Context: an optimization exercise on an open-source flow, tuned for small area, a short achievable clock period and few clock cycles. The choices shown serve that exercise and are no tape-out recipe.
The RTL was checked by simulation tests, not by an equivalence proof against the original design.
Power figures rest on the tool's default switching activity, not on a simulated workload.

==> flow/design.v <==
module bitsync_decoder (
    input  wire         clk,
    input  wire         rst,
    input  wire         ev_valid,
    input  wire         ev_resync,
    input  wire         ev_feed,
    input  wire         ev_bit,
    output wire         ev_ready,
    input  wire         forward_invalid,
    output wire         out_valid,
    output wire         out_record,
    output wire         out_crc_ok,
    output reg  [3:0]   out_kind,
    output wire [287:0] out_msg,
    output wire [15:0]  out_crc_calc,
    output wire [15:0]  out_crc_rx,
    output reg  [31:0]  cnt_attempt,
    output reg  [31:0]  cnt_pass,
    output reg  [31:0]  cnt_abandon
);
    reg         sync;
    reg  [4:0]  cnt5;       
    reg         par;        
    reg  [31:0] gb;         
    reg         fe;         
    reg  [3:0]  kf;         
    reg         sv;         
    reg  [1:0]  rsym;
    reg  [4:0]  ngrp;       
    reg  [2:0]  rel  [0:7];
    reg  [28:0] hist [0:7];   
    reg         e1, fin1, ov;
    reg  [4:0]  e1_idx;
    reg  [255:0] msg;       
    reg  [15:0] crc;
    reg         ok_r, rec_r;
    integer s;
    reg         rdy, i_acc, i_rs, i_fd, i_bit;
    assign ev_ready = rdy;
    always @(posedge clk) begin
        if (rst) begin
            rdy   <= 1'b1;
            i_acc <= 1'b0;
        end else begin
            rdy   <= ~(ev_valid & rdy & ev_resync);
            i_acc <= ev_valid & rdy;
        end
        i_rs  <= ev_resync;
        i_fd  <= ev_feed;
        i_bit <= ev_bit;
    end
    wire        acc      = i_acc;
    wire        hunt_eff = i_rs | ~sync;
    wire        abandon  = acc & i_rs & sync;
    wire        lk_feed  = acc & i_fd & ~hunt_eff;
    wire        last_grp = (ngrp == 5'd17);
    wire        grp_done = lk_feed & (cnt5 == 5'd31);
    wire        abort    = abandon & ~(last_grp & (fe | sv));
    wire [3:0]  jst = i_rs ? 4'd0 : cnt5[3:0];
    reg  [4:0]  kmp;
    always @* begin
        case (jst)
            4'd0:  kmp = i_bit ? 5'd1  : 5'd0;
            4'd1:  kmp = i_bit ? 5'd2  : 5'd0;
            4'd2:  kmp = i_bit ? 5'd2  : 5'd3;
            4'd3:  kmp = i_bit ? 5'd4  : 5'd0;
            4'd4:  kmp = i_bit ? 5'd2  : 5'd5;
            4'd5:  kmp = i_bit ? 5'd1  : 5'd6;
            4'd6:  kmp = i_bit ? 5'd7  : 5'd0;
            4'd7:  kmp = i_bit ? 5'd8  : 5'd0;
            4'd8:  kmp = i_bit ? 5'd9  : 5'd3;
            4'd9:  kmp = i_bit ? 5'd2  : 5'd10;
            4'd10: kmp = i_bit ? 5'd4  : 5'd11;
            4'd11: kmp = i_bit ? 5'd12 : 5'd0;
            4'd12: kmp = i_bit ? 5'd2  : 5'd13;
            4'd13: kmp = i_bit ? 5'd1  : 5'd14;
            4'd14: kmp = i_bit ? 5'd1  : 5'd15;
            default: kmp = i_bit ? 5'd16 : 5'd0;
        endcase
    end
    always @(posedge clk) begin
        if (rst) begin
            sync <= 1'b0;
            cnt5 <= 5'd0;
            par  <= 1'b0;
        end else if (acc) begin
            if (i_fd & hunt_eff) begin
                sync <= (kmp == 5'd16);
                cnt5 <= (kmp == 5'd16) ? 5'd0 : kmp;
            end else if (i_rs) begin
                sync <= 1'b0;
                cnt5 <= 5'd0;
            end else if (lk_feed) begin
                cnt5 <= cnt5 + 5'd1;
                if (cnt5 == 5'd31) begin
                    par <= ~par;
                    if (last_grp)
                        sync <= 1'b0;
                end
            end
        end
    end
    wire [3:0] wm  = cnt5[4:1];
    wire [3:0] wsl = par ? {~wm[1:0], ~wm[3:2]} : wm;
    always @(posedge clk)
        if (lk_feed)
            gb[{wsl, ~cnt5[0]}] <= i_bit;
    wire [3:0] rsl = par ? {~kf[1:0], ~kf[3:2]} : kf;
    always @(posedge clk)
        rsym <= {gb[{rsl, 1'b1}], gb[{rsl, 1'b0}]};
    always @(posedge clk) begin
        if (rst) begin
            fe   <= 1'b0;
            sv   <= 1'b0;
            kf   <= 4'd0;
            ngrp <= 5'd0;
        end else begin
            sv <= fe & ~abort;
            if (abort) begin
                fe   <= 1'b0;
                ngrp <= 5'd0;
            end else begin
                if (grp_done) begin
                    fe <= 1'b1;
                    kf <= 4'd0;
                end else if (fe) begin
                    kf <= kf + 4'd1;
                    if (kf == 4'd15)
                        fe <= 1'b0;
                end
                if (sv && kf == 4'd0)
                    ngrp <= last_grp ? 5'd0 : ngrp + 5'd1;
            end
        end
    end
    wire        early = (ngrp == 5'd0) && (kf == 4'd1 || kf == 4'd2 || kf == 4'd3);
    function [2:0] sat7;
        input [2:0] r;
        input [1:0] d;
        reg   [3:0] t;
        begin
            t    = {1'b0, r} + {2'b00, d};
            sat7 = t[3] ? 3'd7 : t[2:0];
        end
    endfunction
    reg  [2:0]  ra, rb;
    reg  [2:0]  a0, a1, a2, b0, b1, b2;
    reg         c0, c1, c2;
    reg  [1:0]  e0;
    reg         x0, x2;
    reg  [7:0]  dec;
    reg  [2:0]  cand   [0:7];
    reg  [2:0]  rel_nx [0:7];
    reg         z_even, z_odd, delta;
    integer j;
    always @* begin
        for (j = 0; j < 4; j = j + 1) begin
            ra = rel[j];
            rb = rel[j + 4];
            a0 = ra;  a1 = sat7(ra, 2'd1);  a2 = sat7(ra, 2'd2);
            b0 = rb;  b1 = sat7(rb, 2'd1);  b2 = sat7(rb, 2'd2);
            c0 = ~early & ~(a0 <= b2);
            c1 = ~early & ~(a1 <= b1);
            c2 = ~early & ~(a2 <= b0);
            e0 = {j[1] ^ j[2], j[0] ^ j[1] ^ j[2]};
            x0 = (rsym == e0);
            x2 = (rsym == ~e0);
            dec[2*j]     = x0 ? c0 : x2 ? c2 : c1;
            dec[2*j + 1] = x0 ? c2 : x2 ? c0 : c1;
            cand[2*j]     = dec[2*j]     ? (x0 ? b2 : x2 ? b0 : b1) : (x0 ? a0 : x2 ? a2 : a1);
            cand[2*j + 1] = dec[2*j + 1] ? (x0 ? b0 : x2 ? b2 : b1) : (x0 ? a2 : x2 ? a0 : a1);
        end
        z_even = (rel[0] == 3'd0) | (rel[2] == 3'd0) | (rel[4] == 3'd0) | (rel[6] == 3'd0);
        z_odd  = (rel[1] == 3'd0) | (rel[3] == 3'd0) | (rel[5] == 3'd0) | (rel[7] == 3'd0);
        delta  = (rsym[1] ^ rsym[0]) ? ~z_odd : ~z_even;
        for (s = 0; s < 8; s = s + 1)
            rel_nx[s] = cand[s] - {2'b00, delta};
    end
    wire init_cost = sync & (ngrp == 5'd0) & ~fe & ~sv;
    reg [28:0] hist_d [0:7];
    always @* begin
        for (s = 0; s < 8; s = s + 1)
            hist_d[s] = ({29{sv & ~dec[s]}} & {hist[s >> 1][27:0], 1'b0})
                      | ({29{sv &  dec[s]}} & {hist[(s >> 1) + 4][27:0], 1'b1})
                      | ({29{~sv}} & hist[s]);
    end
    always @(posedge clk)
        for (s = 0; s < 8; s = s + 1)
            hist[s] <= hist_d[s];
    always @(posedge clk) begin
        if (sv) begin
            for (s = 0; s < 8; s = s + 1)
                rel[s]  <= rel_nx[s];
        end else if (init_cost) begin
            for (s = 0; s < 8; s = s + 1)
                rel[s] <= (s == 0) ? 3'd0 : 3'd7;
        end
    end
    wire em15 = sv & (kf == 4'd0) & (ngrp != 5'd0) & ~last_grp;
    wire em7  = sv & (kf == 4'd8) & (ngrp >= 5'd2);
    wire [4:0] g2 = {ngrp[3:0], 1'b0};
    reg [2:0] amin;
    always @* begin
        amin = 3'd0;
        for (s = 7; s >= 0; s = s - 1)
            if (rel[s] == 3'd0)
                amin = s[2:0];
    end
    wire [2:0] sel = (e1_idx == 5'd31) ? 3'd0 : amin;
    reg [7:0] wsm;
    always @* begin
        case (e1_idx)
            5'd0:  wsm = 8'hff; 5'd1:  wsm = 8'he1; 5'd2:  wsm = 8'h1d; 5'd3:  wsm = 8'h9a;
            5'd4:  wsm = 8'hed; 5'd5:  wsm = 8'h85; 5'd6:  wsm = 8'h33; 5'd7:  wsm = 8'h24;
            5'd8:  wsm = 8'hea; 5'd9:  wsm = 8'h7a; 5'd10: wsm = 8'hd2; 5'd11: wsm = 8'h39;
            5'd12: wsm = 8'h70; 5'd13: wsm = 8'h97; 5'd14: wsm = 8'h57; 5'd15: wsm = 8'h0a;
            5'd16: wsm = 8'h54; 5'd17: wsm = 8'h7d; 5'd18: wsm = 8'h2d; 5'd19: wsm = 8'hd8;
            5'd20: wsm = 8'h6d; 5'd21: wsm = 8'h0d; 5'd22: wsm = 8'hba; 5'd23: wsm = 8'h8f;
            5'd24: wsm = 8'h67; 5'd25: wsm = 8'h59; 5'd26: wsm = 8'hc7; 5'd27: wsm = 8'ha2;
            5'd28: wsm = 8'hbf; 5'd29: wsm = 8'h34; 5'd30: wsm = 8'hca; default: wsm = 8'h18;
        endcase
    end
    wire [7:0] byte_e = hist[sel][28:21] ^ wsm;    
    reg [15:0] crc_in, crc_nx;
    integer ci;
    always @* begin
        crc_in = (e1_idx == 5'd0) ? 16'hFFFF : crc;
        crc_nx = crc_in;
        for (ci = 7; ci >= 0; ci = ci - 1) begin
            if (crc_nx[15] ^ byte_e[ci])
                crc_nx = {crc_nx[14:0], 1'b0} ^ 16'h8005;
            else
                crc_nx = {crc_nx[14:0], 1'b0};
        end
    end
    wire [31:0] tail = {hist[0], 3'b000} ^ 32'h305393df;
    wire [15:0] rx   = tail[31:16];
    wire        ok   = (crc == rx);
    always @(posedge clk) begin
        if (rst) begin
            e1   <= 1'b0;
            fin1 <= 1'b0;
            ov   <= 1'b0;
        end else begin
            e1   <= em15 | em7;
            fin1 <= sv & (kf == 4'd0) & last_grp;
            ov   <= fin1;
        end
        e1_idx   <= em7 ? g2 - 5'd3 : g2 - 5'd2;
        if (e1) begin
            msg <= {msg[247:0], byte_e};
            crc <= crc_nx;
            if (e1_idx == 5'd4)
                out_kind <= kind;
        end
        if (fin1) begin
            ok_r  <= ok;
            rec_r <= ok | forward_invalid;
        end
    end
    always @(posedge clk) begin
        if (rst) begin
            cnt_attempt <= 32'd0;
            cnt_pass    <= 32'd0;
            cnt_abandon <= 32'd0;
        end else begin
            if (fin1) begin
                cnt_attempt <= cnt_attempt + 32'd1;
                if (ok)
                    cnt_pass <= cnt_pass + 32'd1;
            end
            if (abandon)
                cnt_abandon <= cnt_abandon + 32'd1;
        end
    end
    assign out_valid    = ov;
    assign out_crc_ok   = ok_r;
    assign out_record   = rec_r;
    assign out_crc_calc = crc;
    assign out_crc_rx   = rx;
    assign out_msg      = {msg, tail};
    reg [3:0] kind;
    always @* begin
        case (byte_e)
            8'h01, 8'h02, 8'h03: kind = 4'd1;    
            8'h04:               kind = 4'd2;    
            8'h05:               kind = 4'd3;    
            8'h06:               kind = 4'd4;    
            8'h07:               kind = 4'd5;    
            8'h08, 8'h12:        kind = 4'd6;    
            8'h09, 8'h15:        kind = 4'd7;    
            8'h0A:               kind = 4'd8;    
            8'h0B:               kind = 4'd9;    
            8'h10, 8'h11:        kind = 4'd10;   
            8'h13, 8'h14:        kind = 4'd11;   
            default:             kind = 4'd0;    
        endcase
    end
endmodule
==> flow/flow/run.sh <==
#!/bin/bash
# Standard ORFS layout; only the port buffers are plain sky130 buffers
# (sky130_fd_sc_hd__buf_1) instead of the delay buffer buffer_ports picks.
set -euo pipefail
export BUFFER_PORTS_ARGS="-buffer_cell sky130_fd_sc_hd__buf_1"
bash standard.sh > standard_flow.log 2>&1
==> flow/standard.sh <==
#!/bin/bash
# synth_recipe.tcl (not shown) runs the flow's synth.tcl, then flattens the netlist and writes it again
# the make line also repeats each setting of config.mk as NAME=value (left out here)
make -C /OpenROAD-flow-scripts/flow DESIGN_CONFIG=/design/flow/config.mk WORK_HOME=/design/flow/orfs CLKGATE_MAP_FILE= SYNTH_SCRIPT=/design/flow/synth_recipe.tcl "${@:-finish}"
==> flow/config.mk <==
export PLATFORM = sky130hd
export DESIGN_NAME = bitsync_decoder
export DESIGN_NICKNAME = bitsync_decoder
export VERILOG_FILES = /design/flow/design.v
export SDC_FILE = /design/flow/constraint.sdc
export NUM_CORES = 4
export LEC_CHECK = 0
export CAP_MARGIN = 20
export CORE_MARGIN = 2
export CORE_UTILIZATION = 60
export PLACE_DENSITY = 0.7
export SLEW_MARGIN = 20
==> flow/constraint.sdc <==
create_clock -name core_clock -period 17.0 [get_ports {clk}]
set_input_delay 3.4000 -clock core_clock [delete_from_list [all_inputs] [get_ports {clk}]]
set_output_delay 3.4000 -clock core_clock [all_outputs]
set_load 0.01 [all_outputs]
==> impl_metrics.json, run 1 <==
{
  "run_status": "timing/DRC/antenna clean",
  "stdcell_count": 4140,
  "slowest_stage": "dfxtp_1",
  "whs_endpoint": "msg[136]$_DFFE_PP_",
  "port_buffers": 427,
  "num_io_pins": 431,
  "drtPass1Iterations": 5,
  "critPathRequiredTime_ns": 13.60,
  "cts_resized": 0,
  "synthesis.instances": 3049,
  "finClkSkew_ns": 0.01578,
  "worstSetupStartpointType": "flop",
  "via_per_inst": 5.814,
  "antenna_cells": 0,
  "cts_tree": "yes",
  "arrival_ns": 1.57,
  "cp_slowest_stage_delay_ns": 0.74,
  "wl_per_cell_um": 20.24,
  "fin_nets": 3500,
  "gp_congestion": 0.9629,
  "r2r_cells": 13,
  "die_area_mm2": 0.05477,
  "overflow": 0,
  "die_h_um": 234.0,
  "maxCapViolations": 0,
  "crit_type": "reg2out",
  "hold_violations": 0,
  "regToRegEndpoint": "crc[15]$_DFFE_PP_",
  "area_delta_synth_final_pct": 13.70,
  "ctsHoldBuffers": 0,
  "path_clk_slew_ns": 0.06,
  "postCtsSetupRepairBufs": 0,
  "cts_num_sinks": 703,
  "setup_viol": 0,
  "htreeDepth": 3,
  "coreArea_mm2": 0.05245,
  "fin_crit_ns": 4.966,
  "synth_edf_count": 334,
  "async_flop_share_pct": 0,
  "cp_max_fo": 7,
  "placed_cell_area_mm2": 0.03370,
  "max_slew_margin_pct": 25.49,
  "drc": 0,
  "p_leak_nw": 13.62,
  "clk_latency_ns": 0.62,
  "cts_buffers": 73,
  "holdPathStages": 0,
  "worst_pin_slew_ns": 1.110,
  "netlist_area_mm2": 0.03175,
  "ant_nets": 0,
  "ys_ff_latch": 703,
  "routed_wl_mm": 83.78,
  "root_buffer": "clkbuf_16",
  "cp-end-kind": "output port",
  "rsz0062_at_grt": "no",
  "grt_max_degree": 210,
  "avgSynthCellArea_um2": 10.41,
  "placed_cells": 4006,
  "vdd_drop_max_mv": 0.1068,
  "regToRegStartpoint": "rel[6][1]$_SDFFCE_PN1P_",
  "synth.top_cell.area_share_pct": 31.59,
  "fin_tns_setup_ns": 0,
  "grt_antenna_before_repair": 0,
  "clock_path_buffers": 3,
  "num_vias": 24070,
  "grt_pass1_wl_mm": 125.7,
  "p_per_area_mw_per_mm2": 105.8,
  "path_depth": 1,
  "p_total_w": 0.003819,
  "yosysWarnings": 6,
  "dieWidth_um": 234.0,
  "hold_path_class": "reg2reg",
  "grt_pass1_vias": 21970,
  "fin_area_mm2": 0.03610,
  "yosysSeqAreaShare_pct": 54.86,
  "path_delay_family": "flip-flops",
  "initial_core_util_pct": 60.54,
  "dr.first_iter.drc_count": 1941,
  "dp_hpwl_mm": 59.03,
  "fp-row-count": 84,
  "hold_start": "msg[128]$_DFFE_PP_",
  "final.period_utilization_pct": 29.21,
  "crit_chain": "buf_1",
  "grt_use_total_pct": 29.45,
  "post_route_cells_drive_above_1_share_pct": 6.663,
  "fmax_mhz": 201.4,
  "ys.flop_type": "dfxtp_1",
  "synth_cell_type_count": 79,
  "slew_viol_final": 0,
  "regToRegSetupSlack_ns": 12.36,
  "yosysTopAreaCell": "edfxtp_1",
  "worst-path-buf-inv": 1,
  "synthTopCellsByArea": "edfxtp_1 (32%), dfxtp_1 (23%), mux2i_1 (6.7%)"
}
[routing by layer]
metal | routed length (um) | GRT usage [%]
met1 | 36280 | 41.07
met2 | 39020 | 46.86
met3 | 6117 | 5.192
met4 | 2362 | 9.395
met5 | 0 | 0
[worst register-to-register path, stage by stage, from the launching register on]
cell and delay (ns):
edfxtp_1 0.46, inv_1 0.19, ha_1 0.20, nor2b_1 0.41
nor4_2 0.10, nor3_2 0.80, nand3_1 0.17, a32oi_1 0.27
o22ai_2 0.15, xor2_2 0.34, inv_2 0.14, xnor3_1 0.49
xnor3_2 0.49, xnor2_1 0.16
[how the worst max path moves through the flow]
stage	startpoint	endpoint	slack, ns
2_1_floorplan	e1$_SDFF_PP0_	out_kind[0]$_SDFFCE_PP0P_	9.56
5_1_grt	hist[0][27]$_DFF_P_	out_crc_rx[14]	11.97
3_3_place_gp	rst	ngrp[2]$_SDFFE_PP0P_	12.21
4_1_cts	hist[0][27]$_DFF_P_	out_msg[30]	12.01
6_report	hist[0][27]$_DFF_P_	out_msg[30]	12.03
3_5_place_dp	rst	ngrp[2]$_SDFFE_PP0P_	12.19
[power breakdown]
| part | switching [W] | leakage (nW) | internal (W) |
|---|---|---|---|
| Clock | 0.000660 | 1.18 | 0.000926 |
| Combinational | 0.000156 | 6.41 | 0.000116 |
| Sequential | 0.000101 | 6.04 | 0.00186 |
| Total | 0.000917 | 13.6 | 0.00290 |
[layout by cell type (no fill, tap or decap), types with 25 or more instances in the layout]
cell       synthesis  layout
a21oi_1          378     377
and3_1            32      32
buf_1              5     426
buf_4             39      28
clkbuf_16          0      75
dfxtp_1          369     367
edfxtp_1         334     334
ha_1             100     100
inv_1             90      90
mux2_2            25      25
mux2i_1          213     213
nand2_1          189     189
nand3_1           54      54
nand4_1           26      26
nor2_1           473     472
nor2b_1           33      33
o21ai_0          117     116
xnor2_1           60      60
xor2_1            77      77
[registers in the layout, indices dropped and copies added, names as in the netlist, 5 cells and up]
signal       cells
msg            256
hist           232
cnt_abandon     32
cnt_attempt     32
cnt_pass        32
gb              32
rel             24
crc             16
wsm              8
cnt5             5
e1_idx           5
ngrp             5
[cells by family after synthesis]
logic type	share of synthesized area, %
other cells	0.01181
fa+ha+maj	3.941
flops	54.86
xor+xnor	4.394
compound gates	11.80
buf+inv	3.937
simple gates	12.82
mux	8.240
[layout make-up]
class / count / area, um2
Clock buffer: 105 / 2101
Clock inverter: 29 / 290.3
Fill cell: 4035 / 16350
Inverter: 92 / 345.3
Multi-Input combinational cell: 2066 / 13230
Sequential cell: 703 / 17420
Tap cell: 688 / 860.8
Timing Repair Buffer: 457 / 1848
[per-stage QoR]
step | utilization (%) | worst slack [ns] | hold slack (ns)
final | 68.83 | 12.03 | 0.4402
after global routing | 68.83 | 11.97 | 0.4488
after CTS | 68.82 | 12.01 | 0.4381
after detailed placement | 64.26 | 12.19 | 0.4309
after global placement | 64.26 | 12.21 | 0.4295
after floorplan | - | 9.559 | 0.4468
[synthesized netlist by cell type (all sizes together), types with 13 or more instances]
cell type,instances
o211ai,24
mux2i,213
inv,91
or2,13
xnor2,61
nor2,473
a21oi,379
dfxtp,369
nor3,21
nand2b,14
nand3,56
nand4,26
o21ai,121
xor2,81
a211oi,24
o22ai,15
nor2b,37
or3,22
and3,32
ha,100
nand2,189
mux2,25
buf,55
edfxtp,334
clkbuf,135
Testbench counts, summed over its fixed seeds: cycles 39,048.
==> inputs of run 2 (changes only) <==
--- a/flow/config.mk
+++ b/flow/config.mk
@@ -9,4 +9,6 @@
 export CORE_MARGIN = 2
 export CORE_UTILIZATION = 60
+export CTS_CLUSTER_DIAMETER = 70
+export CTS_CLUSTER_SIZE = 24
 export PLACE_DENSITY = 0.7
 export SLEW_MARGIN = 20
==> run 2 against run 1 <==
Combinational power about the same; flip-flop and latch count unchanged; synthesized cell count unchanged; largest power group unchanged; critical path type unchanged.
==> impl_metrics.json, run 2 <==
{
  "critPathRequiredTime_ns": 13.60,
  "cp_slowest_stage_delay_ns": 0.75,
  "yosysMostFrequentCell": "nor2_1",
  "synthesis.instances": 3049,
  "hold_path_class": "reg2reg",
  "synth_mux_area_share_pct": 8.240,
  "regToRegSetupSlack_ns": 12.42,
  "worst-path-buf-inv": 1,
  "clk_latency_ns": 0.61,
  "num_vias": 23680,
  "r2r_cells": 13,
  "cts_tree": "yes",
  "finClkSkew_ns": 0.02980,
  "postCtsSetupRepairBufs": 0,
  "routed_wl_mm": 82.36,
  "grt_pass1_vias": 21520,
  "crit_chain": "buf_1",
  "ys_ff_latch": 703,
  "cp-end-kind": "output port",
  "fin_util_pct": 67.03,
  "synthSimpleGateAreaFrac_pct": 12.82,
  "htreeDepth": 2,
  "synth.top_cell.area_share_pct": 31.59,
  "fmax_mhz": 201.6,
  "vdd_drop_max_mv": 0.09143,
  "async_flop_share_pct": 0,
  "synth_top_family_by_area": "simple AND/OR/NAND/NOR gates",
  "grt_antenna_before_repair": 0,
  "wl_per_cell_um": 20.16,
  "synth_compound_area_share_pct": 11.80,
  "port_buffers": 427,
  "pwr-share-clk_pct": 33.5,
  "cts_resized": 0,
  "power.net_switching_w": 0.0008622,
  "fin_tns_setup_ns": 0,
  "p_leak_nw": 13.14,
  "setup_viol": 0,
  "rsz0062_at_grt": "no",
  "fp-row-count": 84,
  "synthTopCellsByArea": "edfxtp_1 (32%), dfxtp_1 (23%), mux2i_1 (6.7%)",
  "worst_pin_slew_ns": 1.087,
  "die_h_um": 234.0,
  "slew_viol_final": 0,
  "path_delay_family": "flip-flops",
  "maxCapViolations": 0,
  "grt_max_degree": 210,
  "netSwitchingFraction_pct": 25.70,
  "largest-register": "msg",
  "max_slew_margin_pct": 27.07,
  "cts_buffers": 42,
  "p_per_area_mw_per_mm2": 95.44,
  "slowest_stage": "dfxtp_1",
  "cts_num_sinks": 703,
  "yosysTopAreaCell": "edfxtp_1",
  "final_cell_mix": "nor2_1 (472), buf_1 (426), a21oi_1 (377)",
  "yosysSeqAreaShare_pct": 54.86,
  "coreArea_mm2": 0.05245,
  "num_io_pins": 431,
  "ctsHoldBuffers": 0,
  "ant_nets": 0,
  "fillCellCount": 4154,
  "worstSetupStartpointType": "flop",
  "top_regs": "msg: 256 flops, hist: 232 flops",
  "internal-power_w": 0.002493,
  "grt_use_total_pct": 28.76,
  "netlist_area_mm2": 0.03175,
  "cp_max_fo": 7,
  "crit_type": "reg2out",
  "dp_hpwl_mm": 59.03,
  "area_delta_synth_final_pct": 10.73,
  "initial_core_util_pct": 60.54,
  "avgSynthCellArea_um2": 10.41,
  "fin_nets": 3470,
  "grt_pass1_wl_mm": 123.4,
  "path_clk_slew_ns": 0.09,
  "pwr-share-seq_pct": 58.3,
  "root_buffer": "clkbuf_16",
  "p_total_w": 0.003355,
  "drc": 0,
  "synth_edf_count": 334,
  "hold_violations": 0,
  "dieWidth_um": 234.0,
  "drtPass1Iterations": 6,
  "final.period_utilization_pct": 29.18,
  "yosysWarnings": 6,
  "setup_ws_ns": 12.04,
  "synth_cell_type_count": 79,
  "netlist_top_cells_count": "nor2_1 (473), a21oi_1 (378), dfxtp_1 (369)",
  "clock_path_buffers": 3,
  "largest_reg_flops": 256,
  "holdPathStages": 0,
  "synth_xor_area_share_pct": 4.394,
  "fin_crit_ns": 4.960,
  "arrival_ns": 1.56,
  "overflow": 0,
  "pre_cts_slack_ns": 12.19,
  "seqCellArea_mm2": 0.01742,
  "layout_commonest_cell": "nor2_1",
  "pwr-share-comb_pct": 8.1,
  "gp_congestion": 0.9629,
  "multiInputGateArea_mm2": 0.01323,
  "dr.first_iter.drc_count": 2201,
  "ys.flop_type": "dfxtp_1",
  "via_per_inst": 5.798,
  "path_depth": 1,
  "post_route_cells_drive_above_1_share_pct": 5.448,
  "die_area_mm2": 0.05477,
  "yosys.area_share.adder_pct": 3.941,
  "run_status": "timing/DRC/antenna clean"
}
-- run 2: metrics by stage --
stage / cell area [um2] / hold WS, ns / instances
after floorplan: 31760 / 0.4468 / 3051
after global placement: 33700 / 0.4295 / 4006
after detailed placement: 33700 / 0.4309 / 4006
after CTS: 35120 / 0.4476 / 4083
after global routing: 35150 / 0.4602 / 4084
final: 35160 / 0.4496 / 4085
-- run 2: kinds of logic (layout without fill, tap and decap cells) --
| kind of cell | Yosys count | in the layout |
|---|---|---|
| flip-flops | 703 | 703 |
| other | 1 | 4 |
| XOR/XNOR | 147 | 147 |
| adder cells (fa/ha/maj) | 100 | 100 |
| buffers and inverters | 282 | 627 |
| AND/OR/NAND/NOR | 916 | 916 |
| AO/OA/AOI/OAI | 653 | 653 |
| multiplexers | 247 | 247 |
-- run 2: cell type report --
type	count	share of cell area, %
diodes	1	0.007118
inverters	92	0.9823
clock buffers	58	3.370
well taps	688	2.449
multi-input cells	2066	37.63
flip-flops and latches	703	49.56
repair buffers	458	5.314
clock inverters	19	0.6798
-- run 2: worst register-to-register path, stage by stage, from the launching register on --
cell and delay, ns:
edfxtp_1 0.47, inv_1 0.18, ha_1 0.20, nor2b_1 0.40, nor4_2 0.10, nor3_2 0.76, nand3_1 0.17, a32oi_1 0.27
o22ai_2 0.15, xor2_2 0.34, inv_2 0.14, xnor3_1 0.50, xnor3_2 0.50, xnor2_1 0.16
-- run 2: power by group through the flow --
stage / clock, W / sequential, W / combinational, W
floorplan: 0 / 0.00195 / 0.000223
global placement: 0 / 0.00199 / 0.000261
detailed placement: 0 / 0.00199 / 0.000269
CTS: 0.00115 / 0.00196 / 0.000272
global route: 0.00120 / 0.00197 / 0.000308
finish: 0.00113 / 0.00196 / 0.000273
-- run 2: worst paths after layout --
| check | from | end |
|---|---|---|
| max | hist[0][27]$_DFF_P_ | out_msg[30] |
| min | msg[29]$_DFFE_PP_ | msg[37]$_DFFE_PP_ |
| max reg2reg | rel[6][1]$_SDFFCE_PN1P_ | crc[15]$_DFFE_PP_ |
| min reg2reg | msg[29]$_DFFE_PP_ | msg[37]$_DFFE_PP_ |
-- run 2: per-layer routing --
layer | global-route usage [%] | routed length [um]
met2 | 46.53 | 38300
met1 | 40.78 | 36190
met3 | 3.818 | 5831
met5 | 0 | 0
met4 | 7.911 | 2036
==> inputs of run 3 (changes only) <==
--- a/flow/config.mk
+++ b/flow/config.mk
@@ -8,7 +8,5 @@
 export CAP_MARGIN = 20
 export CORE_MARGIN = 2
-export CORE_UTILIZATION = 60
-export CTS_CLUSTER_DIAMETER = 70
-export CTS_CLUSTER_SIZE = 24
-export PLACE_DENSITY = 0.7
+export CORE_UTILIZATION = 70
+export PLACE_DENSITY = 0.8
 export SLEW_MARGIN = 20
==> run 3 against run 2 <==
Still clean; cell count shrank 0.95%; fmax grew 0.91%; global-route usage grew 6.1 points; hold slack lost 0.0088 ns; die area shrank 14%; utilization grew 13 points; final area grew 2.1%; setup slack gained 0.045 ns.
==> impl_metrics.json, run 3 <==
{
  "cp_max_fo": 7,
  "fmax_mhz": 203.4,
  "arrival_ns": 1.52,
  "regToRegSetupSlack_ns": 12.51,
  "fin_crit_ns": 4.916,
  "pwr-share-clk_pct": 41.2,
  "critPathRequiredTime_ns": 13.60,
  "num_vias": 24530,
  "gp_congestion": 0.9225,
  "htreeDepth": 3,
  "whs_ns": 0.4408,
  "worst-path-buf-inv": 1,
  "hold_path_class": "reg2reg",
  "final_cell_mix": "nor2_1 (471), buf_1 (426), a21oi_1 (378)",
  "p_per_area_mw_per_mm2": 105.4,
  "die_area_mm2": 0.04708,
  "final.period_utilization_pct": 28.92,
  "dieWidth_um": 217.0,
  "fin_nets": 3496,
  "via_per_inst": 6.064,
  "grt_busiest_layer": "met2",
  "path_delay_family": "flip-flops",
  "post_route_cells_drive_above_1_share_pct": 6.326,
  "pwr-share-seq_pct": 51.7,
  "cts_tree": "yes",
  "dp_hpwl_mm": 55.82,
  "cp-end-kind": "output port",
  "grt_max_degree": 218,
  "worst_pin_slew_ns": 1.093,
  "yosysMostFrequentCell": "nor2_1",
  "largest-register": "msg",
  "use_met3_pct": 6.639,
  "grt_pass1_vias": 22910,
  "max_slew_margin_pct": 27.13,
  "cts_buffers": 71,
  "overflow": 0,
  "regToRegStartpoint": "rel[6][1]$_SDFFCE_PN1P_",
  "yosysSeqAreaShare_pct": 54.86,
  "drtPass1Iterations": 6,
  "root_buffer": "clkbuf_16",
  "vdd_drop_max_mv": 0.1188,
  "port_buffers": 427,
  "top_regs": "msg: 256 flops, hist: 232 flops",
  "initial_core_util_pct": 70.42,
  "wl_per_cell_um": 20.80,
  "maxCapViolations": 0,
  "grt_use_total_pct": 34.89,
  "clk_latency_ns": 0.62,
  "power.net_switching_w": 0.0009180,
  "slew_viol_final": 0,
  "pwr-share-comb_pct": 7.1,
  "netlist_area_mm2": 0.03175,
  "postCtsSetupRepairBufs": 0,
  "largest_reg_flops": 256,
  "netlist_top_cells_count": "nor2_1 (473), a21oi_1 (378), dfxtp_1 (369)",
  "cts_num_sinks": 703,
  "avgSynthCellArea_um2": 10.41,
  "run_status": "timing/DRC/antenna clean",
  "cts_resized": 0,
  "synthTopCellsByArea": "edfxtp_1 (32%), dfxtp_1 (23%), mux2i_1 (6.7%)",
  "setup_viol": 0,
  "path_clk_slew_ns": 0.06,
  "worstSetupStartpointType": "flop",
  "coreArea_mm2": 0.04509,
  "fin_tns_setup_ns": 0,
  "multiInputGateArea_mm2": 0.01323,
  "clock_path_buffers": 3,
  "internal-power_w": 0.002863,
  "area_delta_synth_final_pct": 13.01,
  "yosysTopAreaCell": "edfxtp_1",
  "finClkSkew_ns": 0.02389,
  "fillCellCount": 2876,
  "routed_wl_mm": 84.16,
  "hold_violations": 0,
  "yosysWarnings": 6,
  "layout_commonest_cell": "nor2_1",
  "ctsHoldBuffers": 0,
  "fp-row-count": 78,
  "seqCellArea_mm2": 0.01742,
  "p_leak_nw": 13.55,
  "grt_antenna_before_repair": 1,
  "grt.met1_usage_pct": 45.54,
  "synth.top_cell.area_share_pct": 31.59,
  "grt_pass1_wl_mm": 129.3,
  "antenna_cells": 0,
  "synthesis.instances": 3049,
  "num_io_pins": 431,
  "netSwitchingFraction_pct": 24.28,
  "ys.flop_type": "dfxtp_1",
  "cp_slowest_stage_delay_ns": 0.68,
  "die_h_um": 217.0,
  "ant_nets": 0,
  "async_flop_share_pct": 0,
  "synth_edf_count": 334,
  "drc": 0,
  "synth_cell_type_count": 79,
  "dr.first_iter.drc_count": 2660,
  "crit_chain": "buf_1",
  "ys_ff_latch": 703,
  "slowest_stage": "dfxtp_1",
  "crit_start": "hist[0][23]$_DFF_P_",
  "hold_start": "rdy$_SDFF_PP1_",
  "crit_type": "reg2out",
  "rsz0062_at_grt": "no",
  "grt_util_met2_pct": 56.65
}
-- run 3: cell count changes in the layout (fill, tap and decap cells not counted), sizes merged --
cell and delta:
clkinvlp +1, diode -1, inv -9, clkbuf +48
buf -3, clkinv +10, bufinv +3
-- run 3: area by class of cell --
class | instances | share of cell area, %
Clock buffer | 106 | 5.695
Clock inverter | 24 | 0.7184
Inverter | 92 | 0.9625
Multi-Input combinational cell | 2066 | 36.87
Sequential cell | 703 | 48.56
Tap cell | 600 | 2.092
Timing Repair Buffer | 455 | 5.098
-- run 3: worst paths after layout --
kind                                     endpoint  depth (start not counted)
worst max-delay path                  out_msg[26]                          1
worst min register to register   i_acc$_SDFF_PP0_                          2
worst max register to register  crc[15]$_DFFE_PP_                         13
worst min-delay path             i_acc$_SDFF_PP0_                          2
-- run 3: power groups by stage --
stage / combinational (W) / clock (W) / sequential [W]
floorplan: 0.000223 / 0 / 0.00195
global placement: 0.000253 / 0 / 0.00198
detailed placement: 0.000263 / 0 / 0.00199
CTS: 0.000268 / 0.00157 / 0.00195
global route: 0.000302 / 0.00163 / 0.00197
finish: 0.000269 / 0.00156 / 0.00195
-- run 3: kinds of logic (layout without fill, tap and decap cells) --
family / Yosys count / after routing / share of synthesized area, %
simple gates: 916 / 916 / 12.82
fa+ha+maj: 100 / 100 / 3.941
mux: 247 / 247 / 8.240
compound gates: 653 / 653 / 11.80
buf+inv: 282 / 677 / 3.937
flops: 703 / 703 / 54.86
xor+xnor: 147 / 147 / 4.394
other cells: 1 / 3 / 0.01181
-- run 3: layer usage --
layer / part of all wire (%) / vias to the layer above / wire length [um]
li1: - / 11460 / -
met1: 40 / 11680 / 33930
met2: 47 / 1167 / 39690
met3: 7.9 / 217 / 6669
met4: 4.6 / 2 / 3860
met5: 0.015 / - / 13
-- run 3: stage by stage --
stage	worst slack, ns	cells	total power, W	utilization, %	instance area, um2
floorplan	9.559	3051	0.002176	-	31760
global placement	12.22	3915	0.002233	74.46	33570
detailed placement	12.18	3916	0.002248	74.47	33580
CTS	12.06	4046	0.003794	79.58	35880
global route	12.05	4046	0.003902	79.58	35880
finish	12.08	4046	0.003781	79.58	35880
-- run 3: worst reg2reg max path, delay by kind of cell (launching register included) --
kind                     cells  cell delay [ns]
XOR/XNOR                     4             1.39
adder cells (fa/ha/maj)      1             0.19
AND/OR/NAND/NOR              4             1.50
AO/OA/AOI/OAI                2             0.41
flip-flops                   1             0.47
buffers and inverters        2             0.31
==> inputs of run 4 (changes only) <==
--- a/flow/config.mk
+++ b/flow/config.mk
@@ -9,4 +9,6 @@
 export CORE_MARGIN = 2
 export CORE_UTILIZATION = 70
+export CTS_CLUSTER_DIAMETER = 70
+export CTS_CLUSTER_SIZE = 24
 export PLACE_DENSITY = 0.8
 export SLEW_MARGIN = 20
==> run 4 against run 3 <==
Largest cell class unchanged; highest routed layer is now met4; non-clock buffer count did not move; critical endpoint unchanged; sequential power about the same; critical path depth unchanged; sequential share of layout area grew 1.4 points; setup slack improved by 0.027 ns; largest power group unchanged; global-route usage decreased by 1.7 points; clock skew up 0.0035 ns; cell count decreased by 1.4%; total power is 13% lower.
==> impl_metrics.json, run 4 <==
{
  "final_cell_mix": "nor2_1 (471), buf_1 (426), a21oi_1 (378)",
  "die_area_mm2": 0.04708,
  "die_h_um": 217.0,
  "yosys.area_share.adder_pct": 3.941,
  "worstSetupStartpointType": "flop",
  "fin_crit_ns": 4.889,
  "whs_endpoint": "msg[138]$_DFFE_PP_",
  "synth_edf_count": 334,
  "grt_antenna_before_repair": 0,
  "async_flop_share_pct": 0,
  "htreeDepth": 2,
  "path_delay_family": "flip-flops",
  "grt_use_total_pct": 33.21,
  "p_per_area_mw_per_mm2": 94.37,
  "largest-register": "msg",
  "dieWidth_um": 217.0,
  "overflow": 0,
  "via_per_inst": 6.032,
  "num_vias": 24060,
  "fmax_mhz": 204.6,
  "crit_start": "hist[0][23]$_DFF_P_",
  "dp_hpwl_mm": 55.82,
  "grt.met1_usage_pct": 44.34,
  "run_status": "timing/DRC/antenna clean",
  "postCtsSetupRepairBufs": 0,
  "synthesis.instances": 3049,
  "layout_commonest_cell": "nor2_1",
  "hold_start": "msg[130]$_DFFE_PP_",
  "cts_buffers": 40,
  "path_depth": 1,
  "final.period_utilization_pct": 28.76,
  "regToRegSetupSlack_ns": 12.43,
  "crit_chain": "buf_1",
  "worst_pin_slew_ns": 1.099,
  "maxCapViolations": 0,
  "regToRegEndpoint": "crc[0]$_SDFFCE_PN0P_",
  "yosysMostFrequentCell": "nor2_1",
  "fin_tns_setup_ns": 0,
  "root_buffer": "clkbuf_16",
  "slowest_stage": "dfxtp_1",
  "fp-row-count": 78,
  "drtPass1Iterations": 6,
  "cp_max_fo": 7,
  "netlist_top_cells_count": "nor2_1 (473), a21oi_1 (378), dfxtp_1 (369)",
  "cts_resized": 0,
  "crit_type": "reg2out",
  "fin_nets": 3465,
  "grt_util_met2_pct": 54.04,
  "fillCellCount": 3057,
  "use_met3_pct": 5.577,
  "r2r_cells": 13,
  "p_total_w": 0.003292,
  "grt_max_degree": 218,
  "clock_path_buffers": 3,
  "initial_core_util_pct": 70.42,
  "path_clk_slew_ns": 0.09,
  "avgSynthCellArea_um2": 10.41,
  "synth.top_cell.area_share_pct": 31.59,
  "synth_top_family_by_area": "simple AND/OR/NAND/NOR gates",
  "finClkSkew_ns": 0.02737,
  "netlist_area_mm2": 0.03175,
  "top_regs": "msg: 256 flops, hist: 232 flops",
  "synthTopCellsByArea": "edfxtp_1 (32%), dfxtp_1 (23%), mux2i_1 (6.7%)",
  "placed_cells": 3916,
  "wl_per_cell_um": 20.23,
  "critPathRequiredTime_ns": 13.60,
  "num_io_pins": 431,
  "cts_tree": "yes",
  "stdcell_count": 3988,
  "regToRegStartpoint": "rel[6][1]$_SDFFCE_PN1P_",
  "synthSimpleGateAreaFrac_pct": 12.82,
  "p_leak_nw": 13.07,
  "drc": 0,
  "hold_path_class": "reg2reg",
  "largest_reg_flops": 256,
  "yosysWarnings": 6,
  "antenna_cells": 0,
  "cp-end-kind": "output port",
  "synth_mux_area_share_pct": 8.240,
  "ys.flop_type": "dfxtp_1",
  "holdPathStages": 0,
  "hold_violations": 0,
  "slew_viol_final": 0,
  "cp_slowest_stage_delay_ns": 0.69,
  "worst-path-buf-inv": 1,
  "grt_pass1_vias": 21950,
  "routed_wl_mm": 80.67,
  "grt_busiest_layer": "met2",
  "grt_pass1_wl_mm": 123.8,
  "synth_xor_area_share_pct": 4.394,
  "vdd_drop_max_mv": 0.09937,
  "arrival_ns": 1.49,
  "clk_latency_ns": 0.60,
  "area_delta_synth_final_pct": 9.884,
  "post_route_cells_drive_above_1_share_pct": 5.195,
  "synth_cell_type_count": 79,
  "port_buffers": 427,
  "coreArea_mm2": 0.04509,
  "synth_compound_area_share_pct": 11.80,
  "max_slew_margin_pct": 26.31,
  "gp_congestion": 0.9225,
  "setup_viol": 0,
  "ys_ff_latch": 703,
  "yosysTopAreaCell": "edfxtp_1",
  "dr.first_iter.drc_count": 2509,
  "yosysSeqAreaShare_pct": 54.86,
  "rsz0062_at_grt": "no",
  "cts_num_sinks": 703,
  "ant_nets": 0,
  "ctsHoldBuffers": 0
}
run 4: cell counts after synthesis:
No cell type changed its count.
run 4: worst max-delay path by stage:
stage	slack, ns	endpoint
5_1_grt	12.05	out_msg[26]
2_1_floorplan	9.56	out_kind[0]$_SDFFCE_PP0P_
3_5_place_dp	12.18	ngrp[2]$_SDFFE_PP0P_
6_report	12.11	out_msg[26]
3_3_place_gp	12.22	ngrp[2]$_SDFFE_PP0P_
4_1_cts	12.08	out_msg[26]
run 4: area by class of cell:
| class | count | area (um2) | share of cell area [%] |
|---|---|---|---|
| multi-input combinational | 2066 | 13230 | 37.92 |
| sequential | 703 | 17420 | 49.94 |
| clock buffer | 57 | 1139 | 3.264 |
| inverter | 92 | 345.3 | 0.9899 |
| timing repair buffer | 455 | 1829 | 5.243 |
| clock inverter | 15 | 170.2 | 0.4878 |
| tap | 600 | 750.7 | 2.152 |
run 4: cell families (layout without fill, tap and decap cells):
logic type | after synthesis | after routing
compound gates | 653 | 653
mux | 247 | 247
flops | 703 | 703
simple gates | 916 | 916
fa+ha+maj | 100 | 100
buf+inv | 282 | 619
xor+xnor | 147 | 147
other cells | 1 | 3
run 4: through the flow:
step                      util [%]  worst slack (ns)  hold WS (ns)  area [um2]
after floorplan                  -             9.559        0.4468       31760
after global placement       74.46             12.22        0.4269       33570
after CTS                    77.38             12.08        0.4515       34890
after detailed placement     74.47             12.18        0.4304       33580
after global routing         77.38             12.05        0.4642       34890
final                        77.38             12.11        0.4470       34890
run 4: power by group:
part | switching [W] | internal [W]
Combinational | 0.000151 | 0.000116
Sequential | 0.0000940 | 0.00186
Clock | 0.000583 | 0.000492
Total | 0.000828 | 0.00246
run 4: metal layers:
metal  wire length [um]  up-vias
met5                  0        -
met4               3512        0
met3               6272      174
met2              37850     1083
met1              33040    11420
li1                   -    11380
==> inputs of run 5 (changes only) <==
--- a/flow/config.mk
+++ b/flow/config.mk
@@ -8,7 +8,5 @@
 export CAP_MARGIN = 20
 export CORE_MARGIN = 2
-export CORE_UTILIZATION = 70
-export CTS_CLUSTER_DIAMETER = 70
-export CTS_CLUSTER_SIZE = 24
-export PLACE_DENSITY = 0.8
+export CORE_UTILIZATION = 78
+export PLACE_DENSITY = 0.88
 export SLEW_MARGIN = 20
==> run 5 against run 4 <==
Register-to-register slack worse by 0.52 ns; non-clock buffer count down 2; clock skew up 0.0067 ns; total power up 15%; synthesized area unchanged; combinational power up 11%; critical endpoint is now out_crc_rx[12]; largest cell class unchanged.
==> impl_metrics.json, run 5 <==
{
  "grt_pass1_vias": 26020,
  "grt_antenna_before_repair": 14,
  "largest_reg_flops": 256,
  "fin_nets": 3493,
  "port_buffers": 427,
  "slowest_stage": "buf_1",
  "cts_num_sinks": 703,
  "dp_hpwl_mm": 62.98,
  "run_status": "timing/DRC/antenna clean",
  "fillCellCount": 1694,
  "layout_commonest_cell": "nor2_1",
  "p_per_area_mw_per_mm2": 106.3,
  "postCtsSetupRepairBufs": 0,
  "area_delta_synth_final_pct": 12.50,
  "grt_pass1_wl_mm": 158.5,
  "routed_wl_mm": 107.4,
  "clk_latency_ns": 0.64,
  "yosysTopAreaCell": "edfxtp_1",
  "setup_ws_ns": 11.85,
  "cp_slowest_stage_delay_ns": 0.58,
  "hold_violations": 0,
  "fmax_mhz": 194.3,
  "dr.first_iter.drc_count": 4978,
  "root_buffer": "clkbuf_16",
  "fin_util_pct": 89.49,
  "worstSetupStartpointType": "flop",
  "synth.top_cell.area_share_pct": 31.59,
  "via_per_inst": 6.968,
  "synthesis.instances": 3049,
  "vdd_drop_max_mv": 0.1123,
  "netlist_area_mm2": 0.03175,
  "pre_cts_slack_ns": 12.18,
  "wl_per_cell_um": 27.04,
  "num_vias": 27660,
  "yosysMostFrequentCell": "nor2_1",
  "synthTopCellsByArea": "edfxtp_1 (32%), dfxtp_1 (23%), mux2i_1 (6.7%)",
  "stdcell_count": 3970,
  "max_slew_margin_pct": 21.97,
  "path_delay_family": "buffers and inverters",
  "cts_resized": 0,
  "worst-path-buf-inv": 2,
  "fin_tns_setup_ns": 0,
  "dieWidth_um": 205.8,
  "overflow": 0,
  "maxCapViolations": 0,
  "ant_nets": 0,
  "coreArea_mm2": 0.03991,
  "yosysWarnings": 6,
  "num_io_pins": 431,
  "largest-register": "msg",
  "finClkSkew_ns": 0.03411,
  "placed_cells": 3838,
  "final_cell_mix": "nor2_1 (471), buf_1 (426), a21oi_1 (378)",
  "ys.flop_type": "dfxtp_1",
  "grt_use_total_pct": 50.20,
  "top_regs": "msg: 256 flops, hist: 232 flops",
  "post_route_cells_drive_above_1_share_pct": 6.254,
  "crit_chain": "inv_1 > buf_1",
  "arrival_ns": 1.75,
  "grt_max_degree": 279,
  "die_area_mm2": 0.04233,
  "cts_tree": "yes",
  "cts_buffers": 70,
  "worst_pin_slew_ns": 1.171,
  "p_leak_nw": 13.51,
  "slew_viol_final": 0,
  "ctsHoldBuffers": 0,
  "clock_path_buffers": 3,
  "die_h_um": 205.8,
  "netlist_top_cells_count": "nor2_1 (473), a21oi_1 (378), dfxtp_1 (369)",
  "placed_cell_area_mm2": 0.03347,
  "fin_area_mm2": 0.03572,
  "initial_core_util_pct": 79.54,
  "htreeDepth": 3,
  "path_clk_slew_ns": 0.07,
  "gp_congestion": 0.9198,
  "fp-row-count": 73,
  "drtPass1Iterations": 13,
  "avgSynthCellArea_um2": 10.41,
  "critPathRequiredTime_ns": 13.60,
  "yosysSeqAreaShare_pct": 54.86,
  "cp-end-kind": "output port",
  "hold_path_class": "reg2reg",
  "ys_ff_latch": 703,
  "cp_max_fo": 4,
  "rsz0062_at_grt": "no",
  "synth_edf_count": 334,
  "drc": 0,
  "crit_type": "reg2out",
  "fin_crit_ns": 5.145,
  "synth_cell_type_count": 79,
  "final.period_utilization_pct": 30.27,
  "async_flop_share_pct": 0,
  "setup_viol": 0
}
run 5: layout make-up:
class	instances	area (um2)	share of cell area (%)
Sequential cell	703	17420	48.78
Clock inverter	26	235.2	0.6585
Multi-Input combinational cell	2066	13240	37.07
Tap cell	525	656.9	1.839
Clock buffer	98	1961	5.489
Antenna cell	7	17.52	0.04904
Timing Repair Buffer	453	1838	5.146
Inverter	92	345.3	0.9668
run 5: power breakdown:
| group | internal (W) | leakage [nW] | switching, W | total [W] |
|---|---|---|---|---|
| Combinational | 0.000117 | 6.39 | 0.000180 | 0.000296 |
| Sequential | 0.00186 | 6.04 | 0.0000998 | 0.00196 |
| Clock | 0.000855 | 1.08 | 0.000688 | 0.00154 |
| Total | 0.00283 | 13.5 | 0.000967 | 0.00380 |
run 5: worst register-to-register path: stages (launching register included):
cell and delay (ns):
edfxtp_1 0.51, inv_1 0.27, ha_1 0.31, a31oi_1 0.79, ha_1 0.34, a21o_1 0.15
a21oi_1 0.13, a311oi_1 0.34, nor2_1 0.22, a211oi_4 0.73, buf_4 0.68, mux2i_1 0.36
a21oi_1 0.11
run 5: metrics by stage:
step,hold slack [ns],total power (W)
floorplan,0.4468,0.002176
global placement,0.4294,0.002230
detailed placement,0.4318,0.002256
CTS,0.4484,0.003759
global route,0.4528,0.003875
finish,0.4479,0.003798
run 5: logic make-up after synthesis:
| logic type | count (synthesis) | share of synthesized area [%] |
|---|---|---|
| AO/OA/AOI/OAI | 653 | 11.80 |
| XOR/XNOR | 147 | 4.394 |
| flip-flops | 703 | 54.86 |
| AND/OR/NAND/NOR | 916 | 12.82 |
| adder cells (fa/ha/maj) | 100 | 3.941 |
| other | 1 | 0.01181 |
| multiplexers | 247 | 8.240 |
| buffers and inverters | 282 | 3.937 |
run 5: path summary, 6_finish.rpt:
path / from / to / slack (ns) / cells past startpoint
max: hist[0][25]$_DFF_P_ / out_crc_rx[12] / 11.85 / 2
min: msg[246]$_DFFE_PP_ / msg[254]$_DFFE_PP_ / 0.45 / 0
min reg2reg: msg[246]$_DFFE_PP_ / msg[254]$_DFFE_PP_ / 0.45 / 0
max reg2reg: rel[5][1]$_SDFFCE_PN1P_ / hist[2][28]$_DFF_P_ / 11.91 / 12
run 5: per-layer routing:
layer	share of wire (%)	GRT usage (%)	wire, um
met1	31	55.67	33310
met2	44	75.69	47540
met3	15	22.65	16080
met4	9.5	37.26	10180
met5	0.23	4.524	249
==> inputs of run 6 (changes only) <==
==> flow/flow/run.sh (replaced) <==
#!/bin/bash
# Standard ORFS layout with two changes: the port buffers are plain sky130
# buffers (sky130_fd_sc_hd__buf_1) instead of the delay buffer buffer_ports
# picks, and clock tree synthesis clusters up to 24 sinks within 70 um per
# leaf buffer and adds no dummy loads.
set -euo pipefail
export BUFFER_PORTS_ARGS="-buffer_cell sky130_fd_sc_hd__buf_1"
export CTS_ARGS="-sink_clustering_enable -repair_clock_nets -sink_clustering_size 24 -sink_clustering_max_diameter 70 -dont_use_dummy_load"
bash standard.sh > standard_flow.log 2>&1
--- a/flow/config.mk
+++ b/flow/config.mk
@@ -8,5 +8,5 @@
 export CAP_MARGIN = 20
 export CORE_MARGIN = 2
-export CORE_UTILIZATION = 78
-export PLACE_DENSITY = 0.88
+export CORE_UTILIZATION = 70
+export PLACE_DENSITY = 0.8
 export SLEW_MARGIN = 20
==> run 6 against run 5 <==
Still clean on timing, DRC and antenna; critical path depth fell by 1; sequential share of layout area grew 1.6 points; global-route usage is 17 points lower; critical endpoint is now out_msg[26].
==> impl_metrics.json, run 6 <==
{
  "holdPathStages": 2,
  "ctsHoldBuffers": 0,
  "fin_tns_setup_ns": 0,
  "clk_latency_ns": 0.59,
  "htreeDepth": 2,
  "p_per_area_mw_per_mm2": 91.18,
  "worst-path-buf-inv": 1,
  "die_area_mm2": 0.04708,
  "finClkSkew_ns": 0.06495,
  "regToRegEndpoint": "crc[15]$_DFFE_PP_",
  "num_io_pins": 431,
  "dieWidth_um": 217.0,
  "run_status": "timing/DRC/antenna clean",
  "ant_nets": 0,
  "initial_core_util_pct": 70.42,
  "yosys.area_share.adder_pct": 3.941,
  "whs_endpoint": "i_acc$_SDFF_PP0_",
  "netlist_top_cells_count": "nor2_1 (473), a21oi_1 (378), dfxtp_1 (369)",
  "synth.top_cell.area_share_pct": 31.59,
  "grt_antenna_before_repair": 0,
  "multiInputGateArea_mm2": 0.01323,
  "regToRegSetupSlack_ns": 12.49,
  "final_cell_mix": "nor2_1 (471), buf_1 (426), a21oi_1 (378)",
  "synthTopCellsByArea": "edfxtp_1 (32%), dfxtp_1 (23%), mux2i_1 (6.7%)",
  "dp_hpwl_mm": 55.82,
  "postCtsSetupRepairBufs": 0,
  "hold_start": "rdy$_SDFF_PP1_",
  "grt_use_total_pct": 33.01,
  "arrival_ns": 1.47,
  "routed_wl_mm": 80.18,
  "cts_num_sinks": 703,
  "avgSynthCellArea_um2": 10.41,
  "hold_violations": 0,
  "synth_mux_area_share_pct": 8.240,
  "fin_nets": 3465,
  "ys_ff_latch": 703,
  "overflow": 0,
  "post_route_cells_drive_above_1_share_pct": 4.678,
  "drtPass1Iterations": 5,
  "setup_viol": 0,
  "top_regs": "msg: 256 flops, hist: 232 flops",
  "dr.first_iter.drc_count": 2522,
  "synth_edf_count": 334,
  "num_vias": 24070,
  "yosysSeqAreaShare_pct": 54.86,
  "max_slew_margin_pct": 27.64,
  "netlist_area_mm2": 0.03175,
  "async_flop_share_pct": 0,
  "area_delta_synth_final_pct": 8.914,
  "drc": 0,
  "synthSimpleGateAreaFrac_pct": 12.82,
  "fillCellCount": 3103,
  "crit_type": "reg2out",
  "cp_slowest_stage_delay_ns": 0.70,
  "final.period_utilization_pct": 28.64,
  "path_delay_family": "flip-flops",
  "rsz0062_at_grt": "no",
  "antenna_cells": 0,
  "fp-row-count": 78,
  "r2r_cells": 13,
  "stdcell_count": 3956,
  "grt_pass1_wl_mm": 123.0,
  "root_buffer": "clkbuf_16",
  "slew_viol_final": 0,
  "cts_buffers": 40,
  "path_clk_slew_ns": 0.07,
  "cts_resized": 0,
  "coreArea_mm2": 0.04509,
  "worstSetupStartpointType": "flop",
  "cp_max_fo": 7,
  "cp-end-kind": "output port",
  "cts_tree": "yes",
  "grt_pass1_vias": 21720,
  "fin_crit_ns": 4.869,
  "yosysTopAreaCell": "edfxtp_1",
  "yosysMostFrequentCell": "nor2_1",
  "gp_congestion": 0.9225,
  "vdd_drop_max_mv": 0.1481,
  "hold_path_class": "reg2reg",
  "regToRegStartpoint": "rel[6][1]$_SDFFCE_PN1P_",
  "synthesis.instances": 3049,
  "via_per_inst": 6.085,
  "worst_pin_slew_ns": 1.085,
  "grt_max_degree": 218,
  "layout_commonest_cell": "nor2_1",
  "p_total_w": 0.003153,
  "largest_reg_flops": 256,
  "wl_per_cell_um": 20.27,
  "largest-register": "msg",
  "die_h_um": 217.0,
  "slowest_stage": "dfxtp_1",
  "crit_chain": "buf_1",
  "port_buffers": 427,
  "yosysWarnings": 6,
  "placed_cells": 3916,
  "synth_cell_type_count": 79,
  "fin_util_pct": 76.69,
  "seqCellArea_mm2": 0.01742,
  "fmax_mhz": 205.4,
  "clock_path_buffers": 3,
  "synth_compound_area_share_pct": 11.80,
  "whs_ns": 0.4447,
  "synth_top_family_by_area": "simple AND/OR/NAND/NOR gates",
  "critPathRequiredTime_ns": 13.60,
  "maxCapViolations": 0,
  "synth_xor_area_share_pct": 4.394,
  "ys.flop_type": "dfxtp_1",
  "p_leak_nw": 12.93
}
-- run 6: routing by layer --
| metal | wire, um | vias to the layer above | track usage [%] | part of all wire, % |
|---|---|---|---|---|
| met1 | 33420 | 11570 | 44.53 | 42 |
| met4 | 3010 | 0 | 12.53 | 3.8 |
| met3 | 5774 | 142 | 5.059 | 7.2 |
| met2 | 37980 | 1027 | 54.24 | 47 |
| met5 | 0 | - | 0 | 0 |
| li1 | - | 11340 | - | - |
-- run 6: kinds of logic after synthesis --
| kind of cell | count (synthesis) |
|---|---|
| fa+ha+maj | 100 |
| flops | 703 |
| mux | 247 |
| buf+inv | 282 |
| other cells | 1 |
| xor+xnor | 147 |
| compound gates | 653 |
| simple gates | 916 |
-- run 6: how the worst max path moves through the flow --
stage / cells past startpoint / slack [ns] / endpoint / from
floorplan: 1 / 9.56 / out_kind[0]$_SDFFCE_PP0P_ / e1$_SDFF_PP0_
global placement: 4 / 12.22 / ngrp[2]$_SDFFE_PP0P_ / rst
detailed placement: 4 / 12.18 / ngrp[2]$_SDFFE_PP0P_ / rst
CTS: 1 / 12.11 / out_crc_rx[9] / hist[0][22]$_DFF_P_
global route: 1 / 12.11 / out_msg[25] / hist[0][22]$_DFF_P_
finish: 1 / 12.13 / out_msg[26] / hist[0][23]$_DFF_P_
-- run 6: power breakdown --
| group | internal, W | total, W | leakage, nW | switching (W) |
|---|---|---|---|---|
| combinational | 0.000116 | 0.000267 | 6.40 | 0.000151 |
| sequential | 0.00186 | 0.00195 | 6.04 | 0.0000947 |
| clock | 0.000420 | 0.000935 | 0.493 | 0.000515 |
-- run 6: final cells by class --
type	instances	share of cell area, %
clock buffers	40	2.895
inverters	92	0.9987
flip-flops and latches	703	50.39
repair buffers	455	5.290
well taps	600	2.171
multi-input cells	2066	38.26
-- run 6: stage by stage --
step | setup WS, ns | instance area (um2)
after CTS | 12.11 | 34580
final | 12.13 | 34580
after global placement | 12.22 | 33570
after floorplan | 9.559 | 31760
after global routing | 12.11 | 34580
after detailed placement | 12.18 | 33580
==> inputs of run 7 (changes only) <==
--- a/flow/config.mk
+++ b/flow/config.mk
@@ -9,4 +9,4 @@
 export CORE_MARGIN = 2
 export CORE_UTILIZATION = 70
-export PLACE_DENSITY = 0.8
+export PLACE_DENSITY = 0.74
 export SLEW_MARGIN = 20
==> run 7 against run 6 <==
Flip-flop and latch count unchanged; clock-buffer cell count unchanged; first-iteration DRC count down 2.3%; via count up 0.70%; critical path type unchanged; highest routed layer unchanged.
==> impl_metrics.json, run 7 <==
{
  "num_vias": 24240,
  "gp_congestion": 0.9228,
  "yosysMostFrequentCell": "nor2_1",
  "dieWidth_um": 217.0,
  "slowest_stage": "dfxtp_1",
  "clk_latency_ns": 0.60,
  "largest-register": "msg",
  "worstSetupStartpointType": "flop",
  "fmax_mhz": 199.2,
  "cts_tree": "yes",
  "crit_type": "reg2out",
  "overflow": 0,
  "antenna_cells": 0,
  "maxCapViolations": 0,
  "internal-power_w": 0.002392,
  "hold_path_class": "reg2reg",
  "yosysWarnings": 6,
  "pwr-share-comb_pct": 8.5,
  "initial_core_util_pct": 70.42,
  "num_io_pins": 431,
  "critPathRequiredTime_ns": 13.60,
  "fin_tns_setup_ns": 0,
  "layout_commonest_cell": "nor2_1",
  "p_leak_nw": 12.94,
  "synthTopCellsByArea": "edfxtp_1 (32%), dfxtp_1 (23%), mux2i_1 (6.7%)",
  "grt_max_degree": 274,
  "dp_hpwl_mm": 58.92,
  "finClkSkew_ns": 0.05493,
  "via_per_inst": 6.125,
  "cts_num_sinks": 703,
  "pre_cts_slack_ns": 12.18,
  "post_route_cells_drive_above_1_share_pct": 4.765,
  "top_regs": "msg: 256 flops, hist: 232 flops",
  "postCtsSetupRepairBufs": 0,
  "ctsHoldBuffers": 0,
  "ys_ff_latch": 703,
  "slew_viol_final": 0,
  "dr.first_iter.drc_count": 2463,
  "setup_viol": 0,
  "yosysSeqAreaShare_pct": 54.86,
  "rsz0062_at_grt": "no",
  "coreArea_mm2": 0.04509,
  "drc": 0,
  "setup_ws_ns": 11.98,
  "power.net_switching_w": 0.0007666,
  "final.period_utilization_pct": 29.53,
  "grt_pass1_vias": 22290,
  "grt_pass1_wl_mm": 126.4,
  "async_flop_share_pct": 0,
  "worst-path-buf-inv": 2,
  "synth_edf_count": 334,
  "htreeDepth": 2,
  "vdd_drop_max_mv": 0.1134,
  "ant_nets": 0,
  "arrival_ns": 1.62,
  "area_delta_synth_final_pct": 9.017,
  "pwr-share-clk_pct": 29.7,
  "holdPathStages": 0,
  "cts_buffers": 40,
  "fin_crit_ns": 5.019,
  "die_area_mm2": 0.04708,
  "cp_max_fo": 4,
  "pwr-share-seq_pct": 61.8,
  "hold_violations": 0,
  "cts_resized": 0,
  "path_clk_slew_ns": 0.10,
  "max_slew_margin_pct": 23.34,
  "synth_cell_type_count": 79,
  "cp-end-kind": "output port",
  "die_h_um": 217.0,
  "netlist_top_cells_count": "nor2_1 (473), a21oi_1 (378), dfxtp_1 (369)",
  "synthesis.instances": 3049,
  "routed_wl_mm": 82.32,
  "drtPass1Iterations": 6,
  "cp_slowest_stage_delay_ns": 0.39,
  "grt_use_total_pct": 34.12,
  "netlist_area_mm2": 0.03175,
  "netSwitchingFraction_pct": 24.27,
  "ys.flop_type": "dfxtp_1",
  "largest_reg_flops": 256,
  "path_delay_family": "buffers and inverters",
  "r2r_cells": 12,
  "p_total_w": 0.003159,
  "yosysTopAreaCell": "edfxtp_1",
  "clock_path_buffers": 3,
  "avgSynthCellArea_um2": 10.41,
  "final_cell_mix": "nor2_1 (471), buf_1 (426), a21oi_1 (378)",
  "synth.top_cell.area_share_pct": 31.59,
  "crit_chain": "inv_1 > buf_1",
  "port_buffers": 427,
  "fin_nets": 3467,
  "path_depth": 2,
  "p_per_area_mw_per_mm2": 91.27,
  "run_status": "timing/DRC/antenna clean",
  "wl_per_cell_um": 20.80,
  "grt_antenna_before_repair": 0,
  "root_buffer": "clkbuf_16",
  "fp-row-count": 78,
  "worst_pin_slew_ns": 1.150
}
-- run 7: cell counts after synthesis --
Identical to the previous run, type by type.
-- run 7: power by group through the flow --
stage / clock, W / sequential, W / combinational, W
global placement: 0 / 0.00198 / 0.000253
detailed placement: 0 / 0.00199 / 0.000265
floorplan: 0 / 0.00195 / 0.000223
CTS: 0.000953 / 0.00195 / 0.000267
global route: 0.00101 / 0.00196 / 0.000303
finish: 0.000938 / 0.00195 / 0.000269
-- run 7: cell type report --
cell class                      count  area (um2)
Clock buffer                       40        1001
Multi-Input combinational cell   2066       13230
Inverter                           92       345.3
Tap cell                          600       750.7
Fill cell                        3105       10480
Sequential cell                   703       17420
Timing Repair Buffer              457        1859
-- run 7: kinds of logic after synthesis --
logic type	synth area share, %
AOI/OAI and AO/OA	11.80
xor gates and xnor gates	4.394
adders and majority gates	3.941
buffers and inverters	3.937
DFF	54.86
muxes	8.240
other	0.01181
and+or+nand+nor	12.82
-- run 7: metrics by stage --
stage | utilization (%) | instance area (um2) | instances | hold WS (ns)
floorplan | - | 31760 | 3051 | 0.4468
global placement | 74.46 | 33570 | 3915 | 0.4295
detailed placement | 74.46 | 33570 | 3915 | 0.4301
CTS | 76.68 | 34570 | 3955 | 0.4525
global route | 76.76 | 34610 | 3958 | 0.4604
finish | 76.76 | 34610 | 3958 | 0.4519
-- run 7: path summary, 6_finish.rpt --
kind	startpoint	endpoint	slack, ns
max	hist[0][25]$_DFF_P_	out_crc_rx[12]	11.98
min	msg[243]$_DFFE_PP_	msg[251]$_DFFE_PP_	0.45
max reg2reg	rel[0][1]$_SDFFCE_PN0P_	crc[0]$_SDFFCE_PN0P_	12.06
min reg2reg	msg[243]$_DFFE_PP_	msg[251]$_DFFE_PP_	0.45
-- run 7: routing by layer --
layer,wire length [um],track usage [%],up-vias
met1,33010,45.35,11500
met5,0,0,-
met3,7062,6.052,216
li1,-,-,11350
met2,38770,55.83,1178
met4,3480,13.84,0

what the ideal ports hide:
How much do the figures lean on ideal ports? The routed layouts below were timed once more, with nothing changed but the port constraints.
Step 1 sets driving cells, clkbuf_16 on the clock port and buf_2 on the other inputs (assumed; they add their load-dependent delay and slew).
Step 2 also shifts input and output timing later by t, the mid clock arrival at the registers, as if the neighbouring blocks saw the same clock.
a / b / c = ideal / step 1 / step 2; a / b = the first two.
run	t (ns)	setup slack, ns	hold slack, ns	cell pins on the clock port's net
run 1	0.677	12.034 / 11.971 / 12.163	0.440 / 0.440 / 0.440	1
run 2	0.656	12.040 / 11.977 / 12.299	0.450 / 0.450 / 0.450	1
run 3	0.666	12.084 / 12.023 / 12.139	0.441 / 0.441 / 0.441	1
run 4	0.651	12.111 / 12.051 / 12.148	0.447 / 0.447 / 0.447	1
run 5	0.683	11.855 / 11.792 / 11.909	0.448 / 0.448 / 0.448	1
run 6	0.619	12.131 / 12.070 / 12.166	0.445 / 0.445 / 0.445	1
run 7	0.634	11.981 / 11.920 / 12.058	0.452 / 0.452 / 0.452	1
After both steps every run listed still meets setup and hold.
